What follows belongs to an exercise in optimizing a design on an open flow for a short achievable clock period and few clock cycles; a production flow would make more cautious choices. Function not checked in this run: the RTL went through the layout flow alone. Power and IR drop assume default switching activity.

$ cat config.mk
export PLATFORM = sky130hd
export DESIGN_NAME = cm0_dbgctl
export DESIGN_NICKNAME = cm0_dbgctl
export VERILOG_FILES = /design/flow/design.v
export SDC_FILE = /design/flow/constraint.sdc
export NUM_CORES = 4
export LEC_CHECK = 0
export CAP_MARGIN = 20
export CORE_MARGIN = 2
export CORE_UTILIZATION = 40
export SLEW_MARGIN = 20
$ cat constraint.sdc
create_clock -name core_clock -period 5.0 [get_ports {clk}]
set_input_delay 1.0000 -clock core_clock [delete_from_list [all_inputs] [get_ports {clk}]]
set_output_delay 1.0000 -clock core_clock [all_outputs]
set_load 0.01 [all_outputs]
$ cat design.v
module cm0_dbgctl #(
    parameter integer P_POLL_LIMIT = 100
) (
    input  wire        clk,
    input  wire        rst,            
    input  wire        cmd_valid,
    output wire        cmd_ready,
    input  wire [31:0] cmd_word,
    input  wire [31:0] cmd_arg,
    output reg         resp_valid,
    output reg  [2:0]  resp_status,
    output reg  [31:0] resp_data,
    output reg  [7:0]  resp_err,
    output wire        bus_req,
    output wire        bus_we,
    output wire [31:0] bus_addr,
    output wire [31:0] bus_wdata,
    input  wire        bus_ack,
    input  wire [31:0] bus_rdata,
    input  wire        bus_err,
    input  wire [7:0]  bus_err_code
);
    localparam [31:0] A_DHCSR   = 32'hE000_EDF0;
    localparam [31:0] A_DCRSR   = 32'hE000_EDF4;
    localparam [31:0] A_DCRDR   = 32'hE000_EDF8;
    localparam [31:0] A_BPCTRL  = 32'hE000_2000;
    localparam [31:0] A_BPCOMP  = 32'hE000_2008;
    localparam [31:0] DHCSR_HALT = 32'hA05F_0003;
    localparam [31:0] DHCSR_RUN  = 32'hA05F_0000;
    localparam [31:0] DHCSR_STEP = 32'hA05F_000D;
    localparam [2:0] ST_OK          = 3'd0;
    localparam [2:0] ST_TIMEOUT     = 3'd1;
    localparam [2:0] ST_TRANSPORT   = 3'd2;
    localparam [2:0] ST_UNSUPPORTED = 3'd3;
    localparam [2:0] ST_ILLEGAL     = 3'd4;
    localparam [3:0] OP_RDREG    = 4'h1;
    localparam [3:0] OP_WRREG    = 4'h2;
    localparam [3:0] OP_HALT     = 4'h3;
    localparam [3:0] OP_RUN      = 4'h4;
    localparam [3:0] OP_STEP     = 4'h5;
    localparam [3:0] OP_WAITH    = 4'h6;
    localparam [3:0] OP_BPUNITS  = 4'h7;
    localparam [3:0] OP_BPEN     = 4'h8;
    localparam [3:0] OP_SETBP    = 4'h9;
    localparam [3:0] OP_ENBP     = 4'hA;
    localparam [3:0] OP_DISBP    = 4'hB;
    localparam [3:0] OP_BASICREG = 4'hC;
    localparam [2:0] K_END    = 3'd0;    
    localparam [2:0] K_WRITE  = 3'd1;    
    localparam [2:0] K_READ   = 3'd2;    
    localparam [2:0] K_POLL   = 3'd3;    
    localparam [2:0] K_FAIL   = 3'd4;    
    reg        busy;           
    reg [31:0] cmd;            
    reg [31:0] arg;            
    reg [2:0]  mu;             
    reg [6:0]  poll_count;     
    reg [31:0] latch;          
    wire [3:0] op  = cmd[3:0];
    wire [4:0] reg_idx = cmd[8:4];
    wire       en  = cmd[12];
    wire [2:0] sel = cmd[18:16];
    reg legal;
    always @(*) begin
        case (op)
            OP_RDREG, OP_WRREG:          legal = (cmd[31:9] == 23'd0);
            OP_BPEN:                     legal = (cmd[31:13] == 19'd0) && (cmd[11:4] == 8'd0);
            OP_BASICREG:                 legal = (cmd[31:19] == 13'd0) && (cmd[15:4] == 12'd0);
            OP_HALT, OP_RUN, OP_STEP, OP_WAITH, OP_BPUNITS,
            OP_SETBP, OP_ENBP, OP_DISBP: legal = (cmd[31:4] == 28'd0);
            default:                     legal = 1'b0;
        endcase
    end
    reg [2:0]  step_kind;
    reg [31:0] step_addr;
    reg [31:0] step_wdata;
    reg        step_bit;       
    reg [2:0]  fail_status;
    always @(*) begin
        step_kind   = K_END;
        step_addr   = A_DHCSR;
        step_wdata  = 32'd0;
        step_bit    = 1'b0;
        fail_status = ST_ILLEGAL;
        if (!legal) begin
            step_kind   = K_FAIL;
            fail_status = ST_ILLEGAL;
        end else begin
            case (op)
                OP_RDREG: case (mu)
                    3'd0: begin step_kind = K_WRITE; step_addr = A_DCRSR; step_wdata = {27'd0, reg_idx}; end
                    3'd1: begin step_kind = K_POLL;  step_bit = 1'b0; end
                    3'd2: begin step_kind = K_READ;  step_addr = A_DCRDR; end
                    default: step_kind = K_END;
                endcase
                OP_WRREG: case (mu)
                    3'd0: begin step_kind = K_WRITE; step_addr = A_DCRSR; step_wdata = {15'd0, 1'b1, 11'd0, reg_idx}; end
                    3'd1: begin step_kind = K_POLL;  step_bit = 1'b0; end
                    3'd2: begin step_kind = K_WRITE; step_addr = A_DCRDR; step_wdata = arg; end
                    3'd3: begin step_kind = K_POLL;  step_bit = 1'b0; end
                    default: step_kind = K_END;
                endcase
                OP_HALT: case (mu)
                    3'd0: begin step_kind = K_WRITE; step_addr = A_DHCSR; step_wdata = DHCSR_HALT; end
                    3'd1: begin step_kind = K_WRITE; step_addr = A_DCRSR; step_wdata = 32'h0000_000F; end
                    3'd2: begin step_kind = K_POLL;  step_bit = 1'b0; end
                    3'd3: begin step_kind = K_READ;  step_addr = A_DCRDR; end
                    default: step_kind = K_END;
                endcase
                OP_RUN: case (mu)
                    3'd0: begin step_kind = K_WRITE; step_addr = A_DHCSR; step_wdata = DHCSR_RUN; end
                    default: step_kind = K_END;
                endcase
                OP_STEP: case (mu)
                    3'd0: begin step_kind = K_WRITE; step_addr = A_DHCSR; step_wdata = DHCSR_STEP; end
                    3'd1: begin step_kind = K_POLL;  step_bit = 1'b1; end
                    3'd2: begin step_kind = K_WRITE; step_addr = A_DCRSR; step_wdata = 32'h0000_000F; end
                    3'd3: begin step_kind = K_POLL;  step_bit = 1'b0; end
                    3'd4: begin step_kind = K_READ;  step_addr = A_DCRDR; end
                    default: step_kind = K_END;
                endcase
                OP_WAITH: case (mu)
                    3'd0: begin step_kind = K_POLL;  step_bit = 1'b1; end
                    default: step_kind = K_END;
                endcase
                OP_BPUNITS: case (mu)
                    3'd0: begin step_kind = K_READ;  step_addr = A_BPCTRL; end
                    3'd1: begin step_kind = K_POLL;  step_bit = 1'b0; end
                    default: step_kind = K_END;
                endcase
                OP_BPEN: case (mu)
                    3'd0: begin step_kind = K_WRITE; step_addr = A_BPCTRL; step_wdata = {30'd0, 1'b1, en}; end
                    3'd1: begin step_kind = K_POLL;  step_bit = 1'b1; end
                    default: step_kind = K_END;
                endcase
                OP_SETBP: case (mu)
                    3'd0: begin step_kind = K_WRITE; step_addr = A_BPCOMP;
                                step_wdata = 32'hC000_0001 | (arg & 32'h1FFF_FFFC); end
                    3'd1: begin step_kind = K_POLL;  step_bit = 1'b1; end
                    default: step_kind = K_END;
                endcase
                OP_ENBP, OP_DISBP: begin
                    step_kind   = K_FAIL;
                    fail_status = ST_UNSUPPORTED;
                end
                default: step_kind = K_END;    
            endcase
        end
    end
    reg [31:0] ok_data;
    always @(*) begin
        case (op)
            OP_RDREG, OP_HALT, OP_STEP: ok_data = latch;
            OP_BPUNITS:                 ok_data = {28'd0, latch[7:4]};
            OP_BASICREG: case (sel)
                3'd0: ok_data = 32'd0;
                3'd1: ok_data = 32'd1;
                3'd2: ok_data = 32'd2;
                3'd3: ok_data = 32'd3;
                3'd4: ok_data = 32'd9;
                3'd5: ok_data = 32'd15;
                3'd6: ok_data = 32'd14;
                default: ok_data = 32'd13;
            endcase
            default:                    ok_data = 32'd0;
        endcase
    end
    wire step_is_bus = (step_kind == K_WRITE) || (step_kind == K_READ) || (step_kind == K_POLL);
    assign cmd_ready = !busy;
    assign bus_req   = busy && step_is_bus;
    assign bus_we    = (step_kind == K_WRITE);
    assign bus_addr  = step_addr;
    assign bus_wdata = step_wdata;
    wire polled_bit = step_bit ? bus_rdata[17] : bus_rdata[16];
    always @(posedge clk) begin
        if (rst) begin
            busy        <= 1'b0;
            cmd         <= 32'd0;
            arg         <= 32'd0;
            mu          <= 3'd0;
            poll_count  <= 7'd0;
            latch       <= 32'd0;
            resp_valid  <= 1'b0;
            resp_status <= ST_OK;
            resp_data   <= 32'd0;
            resp_err    <= 8'd0;
        end else if (!busy) begin
            if (cmd_valid) begin
                busy       <= 1'b1;
                cmd        <= cmd_word;
                arg        <= cmd_arg;
                mu         <= 3'd0;
                poll_count <= 7'd0;
                latch      <= 32'd0;
                resp_valid <= 1'b0;
            end
        end else begin
            case (step_kind)
                K_END: begin
                    busy        <= 1'b0;
                    resp_valid  <= 1'b1;
                    resp_status <= ST_OK;
                    resp_data   <= ok_data;
                    resp_err    <= 8'd0;
                end
                K_FAIL: begin
                    busy        <= 1'b0;
                    resp_valid  <= 1'b1;
                    resp_status <= fail_status;
                    resp_data   <= 32'd0;
                    resp_err    <= 8'd0;
                end
                default: begin
                    if (bus_ack) begin
                        if (bus_err) begin
                            busy        <= 1'b0;
                            resp_valid  <= 1'b1;
                            resp_status <= ST_TRANSPORT;
                            resp_data   <= 32'd0;
                            resp_err    <= bus_err_code;
                        end else if (step_kind == K_POLL) begin
                            if (polled_bit) begin
                                mu         <= mu + 3'd1;
                                poll_count <= 7'd0;
                            end else if (poll_count + 7'd1 >= P_POLL_LIMIT) begin
                                busy        <= 1'b0;
                                resp_valid  <= 1'b1;
                                resp_status <= ST_TIMEOUT;
                                resp_data   <= 32'd0;
                                resp_err    <= 8'd0;
                            end else begin
                                poll_count <= poll_count + 7'd1;
                            end
                        end else begin
                            if (step_kind == K_READ)
                                latch <= bus_rdata;
                            mu <= mu + 3'd1;
                        end
                    end
                end
            endcase
        end
    end
endmodule
$ cat run.sh
#!/bin/bash
# synth_recipe.tcl (not shown) runs the flow's synth.tcl, then flattens the netlist and writes it again
# the make line also repeats each setting of config.mk as NAME=value (left out here)
make -C /OpenROAD-flow-scripts/flow DESIGN_CONFIG=/design/flow/config.mk WORK_HOME=/design/flow/orfs CLKGATE_MAP_FILE= SYNTH_SCRIPT=/design/flow/synth_recipe.tcl finish
==> results.py <==
metrics = {
    "cts": {
        "clkTransAtPathRegs_ns": 0.06,
        "root_buffer": "clkbuf_16",
        "cts_buffers": 17,
        "post_cts_buffers": 0,
        "cts_sinks": 151,
        "cts_tree": "yes",
        "clockBufferDepth": 2,
        "ctsResizeCount": 0,
        "cts_max_level": 4,
        "clkLatencyLatePin_ns": 0.42,
        "hold_buffers": 0,
    },
    "synth": {
        "async_flop_share": 0,
        "synthXorXnorAreaFrac": 0.00235,
        "ys_warn_count": 1,
        "ys_ff_latch": 151,
        "syn_inst": 958,
        "syn_area_per_cell_um2": 7.80,
        "synth_top_family_by_area": "simple AND/OR/NAND/NOR gates",
        "syn_area_mm2": 0.00747,
        "synth-seq-area-share": 0.405,
        "synth-compound-area-share": 0.202,
        "synth_simple_gate_area_share": 0.288,
        "synth_edf_count": 0,
        "synth_fa_ha_area_frac": 0.0117,
        "synth_cell_types": 69,
        "synth_mux_area_frac": 0.00670,
        "synth-main-ff-cell": "dfxtp_1",
    },
    "setup_path": {
        "critical_path_buf_inv_count": 3,
        "critPathRequiredTime_ns": 4.00,
        "worstSetupEndpointType": "output port",
        "startpoint_type": "flip-flop",
        "r2r_slack_ns": 1.43,
        "crit_chain": "nor3_1 > nand4_1 > a211oi_4 > o21a_2 > o21ai_1 > buf_4 > nor2b_1 > buf_4 > and2_1 > clkdlybuf4s50_1",
        "arrival_ns": 3.53,
        "path_common_cell": "buf_4",
        "path_depth": 10,
        "critPathMaxStageDelay_ns": 0.57,
        "path_max_fanout": 19,
        "path_delay_family": "simple AND/OR/NAND/NOR gates",
        "rr_worst_depth": 10,
        "worst_path_max_delay_cell": "nor3_1",
        "path_class": "reg -> out",
    },
    "timing": {
        "finalHoldViolations": 0,
        "setup_tns_ns": 0,
        "fmax_mhz": 221,
        "slew_viol_final": 0,
        "setup_viol": 0,
        "skew_ns": 0.00693,
        "period_needed_ns": 4.53,
        "relSlewSlack": 0.383,
        "post-route-period-util": 0.906,
        "tightest_slew_ns": 0.924,
        "rsz0062_at_grt": "no",
    },
    "global_routing": {
        "gr-total-overflow": 0,
        "grt_pass1_wl_um": 34900,
        "grt_pass1_vias": 6561,
        "grt_usage": 0.218,
        "grt_start_max_net_pins": 65,
        "antenna_found_initial": 5,
    },
    "cells_and_area": {
        "fillers": 1797,
        "area.growth.synth_to_final_pct": 33.6,
        "design_area_mm2": 0.00998,
        "final_cell_mix": "217 x nand2_1, 197 x clkdlybuf4s50_1, 150 x dfxtp_1",
        "final_common_cell": "nand2_1",
        "final_layout_size_suffix_gt1_frac": 0.112,
        "nets": 1220,
    },
    "pwr": {
        "vdd_drop_max_mv": 0.255,
        "p_per_area_mw_per_mm2": 301,
        "leakagePower_nw": 3.54,
    },
    "placement": {
        "hpwlAfterDp_um": 14800,
        "place_area_mm2": 0.00937,
        "place.gp.congestion": 0.882,
        "port_buffers": 198,
    },
    "detailed_routing": {
        "drc": 0,
        "detailroute.via_count": 7128,
        "ant_nets": 0,
        "wl_um": 22200,
        "wl_per_cell_um": 16.5,
        "dr.pass1.iters": 5,
        "via_per_inst": 5.30,
        "drt_iter0_markers": 351,
    },
    "job": {
        "cap_violations": 0,
    },
    "min_path": {
        "hp-class": "reg -> reg",
        "hold_depth": 2,
    },
    "die": {
        "row_count": 49,
        "initial_utilization": 0.412,
        "die_area_mm2": 0.0198,
        "fp.dieW_um": 141,
        "die_h_um": 141,
        "core_mm2": 0.0181,
        "io_pins": 220,
    },
    "run_status": {
        "status": "finished clean",
    },
}
[worst paths after layout]
check,startpoint,to
worst min-delay path,latch[26]$_SDFFE_PP0P_,resp_data[26]$_SDFFE_PP0P_
worst min register to register,latch[26]$_SDFFE_PP0P_,resp_data[26]$_SDFFE_PP0P_
worst max register to register,cmd[2]$_SDFFE_PP0P_,resp_valid$_SDFFE_PP0P_
worst max-delay path,cmd[4]$_SDFFE_PP0P_,bus_wdata[24]
[layer usage]
metal  track usage  up-vias  part of all wire
met4        0.0542        6             0.011
li1              -     3571                 -
met5             0        -            0.0017
met3        0.0771       22             0.082
met2         0.343      237              0.46
met1         0.287     3292              0.44
[worst min-delay path, delay by kind of cell (launching register included)]
family          cells  cell delay (ns)
flops               1             0.31
simple gates        1             0.05
compound gates      1             0.05
[flip-flops by register name, summed over array words and instances (netlist names), 3 cells and up]
name,count
latch,32
arg,32
resp_status,3
poll_count,7
resp_err,8
mu,3
cmd,32
resp_data,32
[cell families (layout without fill, tap and decap cells)]
group,count (synthesis),after routing
buffers and inverters,118,256
other,2,23
adders and majority gates,7,7
muxes,5,5
DFF,151,151
xor gates and xnor gates,2,2
and+or+nand+nor,439,439
AOI/OAI and AO/OA,234,234
[synth_stat cells (3+ instances only)]
| master | instances | area (um^2) |
|---|---|---|
| buf_4 | 29 | 218 |
| o21ai_0 | 6 | 30.0 |
| a31oi_1 | 8 | 50.1 |
| or4b_1 | 3 | 30.0 |
| and3_1 | 7 | 43.8 |
| nor2b_1 | 6 | 37.5 |
| a32oi_1 | 4 | 35.0 |
| nand4_1 | 48 | 300 |
| a21oi_1 | 127 | 636 |
| o21ai_2 | 38 | 333 |
| o21ai_1 | 5 | 25.0 |
| o211ai_1 | 4 | 30.0 |
| nor2_1 | 20 | 75.1 |
| nand2_2 | 20 | 125 |
| dfxtp_1 | 151 | 3020 |
| buf_6 | 8 | 90.1 |
| and2_1 | 24 | 150 |
| o22ai_1 | 5 | 31.3 |
| mux2i_1 | 5 | 50.1 |
| nor4_1 | 6 | 37.5 |
| buf_2 | 9 | 45.0 |
| or4_1 | 5 | 37.5 |
| clkbuf_1 | 50 | 188 |
| or2_2 | 4 | 25.0 |
| buf_1 | 9 | 33.8 |
| nand2_1 | 218 | 818 |
| nor3b_1 | 4 | 30.0 |
| a211oi_1 | 4 | 30.0 |
| inv_1 | 12 | 45.0 |
| ha_1 | 7 | 87.6 |
| nor3_1 | 9 | 45.0 |
| nand3_1 | 45 | 225 |
| a22oi_1 | 3 | 22.5 |
| nand2b_1 | 6 | 37.5 |
| a21o_1 | 8 | 60.1 |
[through the flow]
stage | hold slack (ns) | cells | setup WS, ns | utilization | power [W]
3_5_place_dp | 0.441 | 1314 | 0.940 | 0.516 | 0.00167
4_1_cts | 0.445 | 1344 | 0.473 | 0.550 | 0.00302
2_1_floorplan | 0.429 | 977 | 1.60 | - | 0.00153
5_1_grt | 0.465 | 1346 | 0.174 | 0.550 | 0.00311
6_report | 0.448 | 1346 | 0.468 | 0.550 | 0.00300
3_3_place_gp | 0.437 | 1314 | 0.984 | 0.516 | 0.00167
[layout make-up]
| cell class | instances | area, um^2 | share of cell area |
|---|---|---|---|
| diodes | 2 | 5.00 | 0.000501 |
| clock buffers | 18 | 429 | 0.0430 |
| clock inverters | 12 | 178 | 0.0178 |
| inverters | 13 | 48.8 | 0.00489 |
| multi-input cells | 708 | 3920 | 0.393 |
| flip-flops and latches | 151 | 3020 | 0.303 |
| well taps | 229 | 287 | 0.0287 |
| repair buffers | 213 | 2090 | 0.210 |
[power by group]
part,total (W),internal (W),switching [W]
sequential,0.00128,0.00125,0.0000384
combinational,0.000363,0.000154,0.000209
clock,0.00135,0.000831,0.000522

[port drivers added, routing unchanged]
No port has a modelled driver above. Below, the same layout with a new extraction and two added sets of constraints. Step 1: set_driving_cell puts a clkbuf_16 on clk and a buf_2 on each other input, an assumption about the parent block. Step 2 also shifts input and output timing later by t, the mid clock arrival at the registers, as if the neighbouring blocks saw the same clock. Three values: ideal ports, drivers, drivers and shift; two values: the first two.
shift t [ns]: 0.460
setup slack, ns: 0.468 / 0.422 / 0.881
clock arrival spread, ns: 0.007 / 0.007
worst register clock-pin slew, ns: 0.06 / 0.06
worst data-port slew with drivers (ns): 0.08
After both steps setup and hold are still met in this run. For this run, drivers alone change the setup slack by -0.046 ns; drivers and shift together by +0.413 ns.
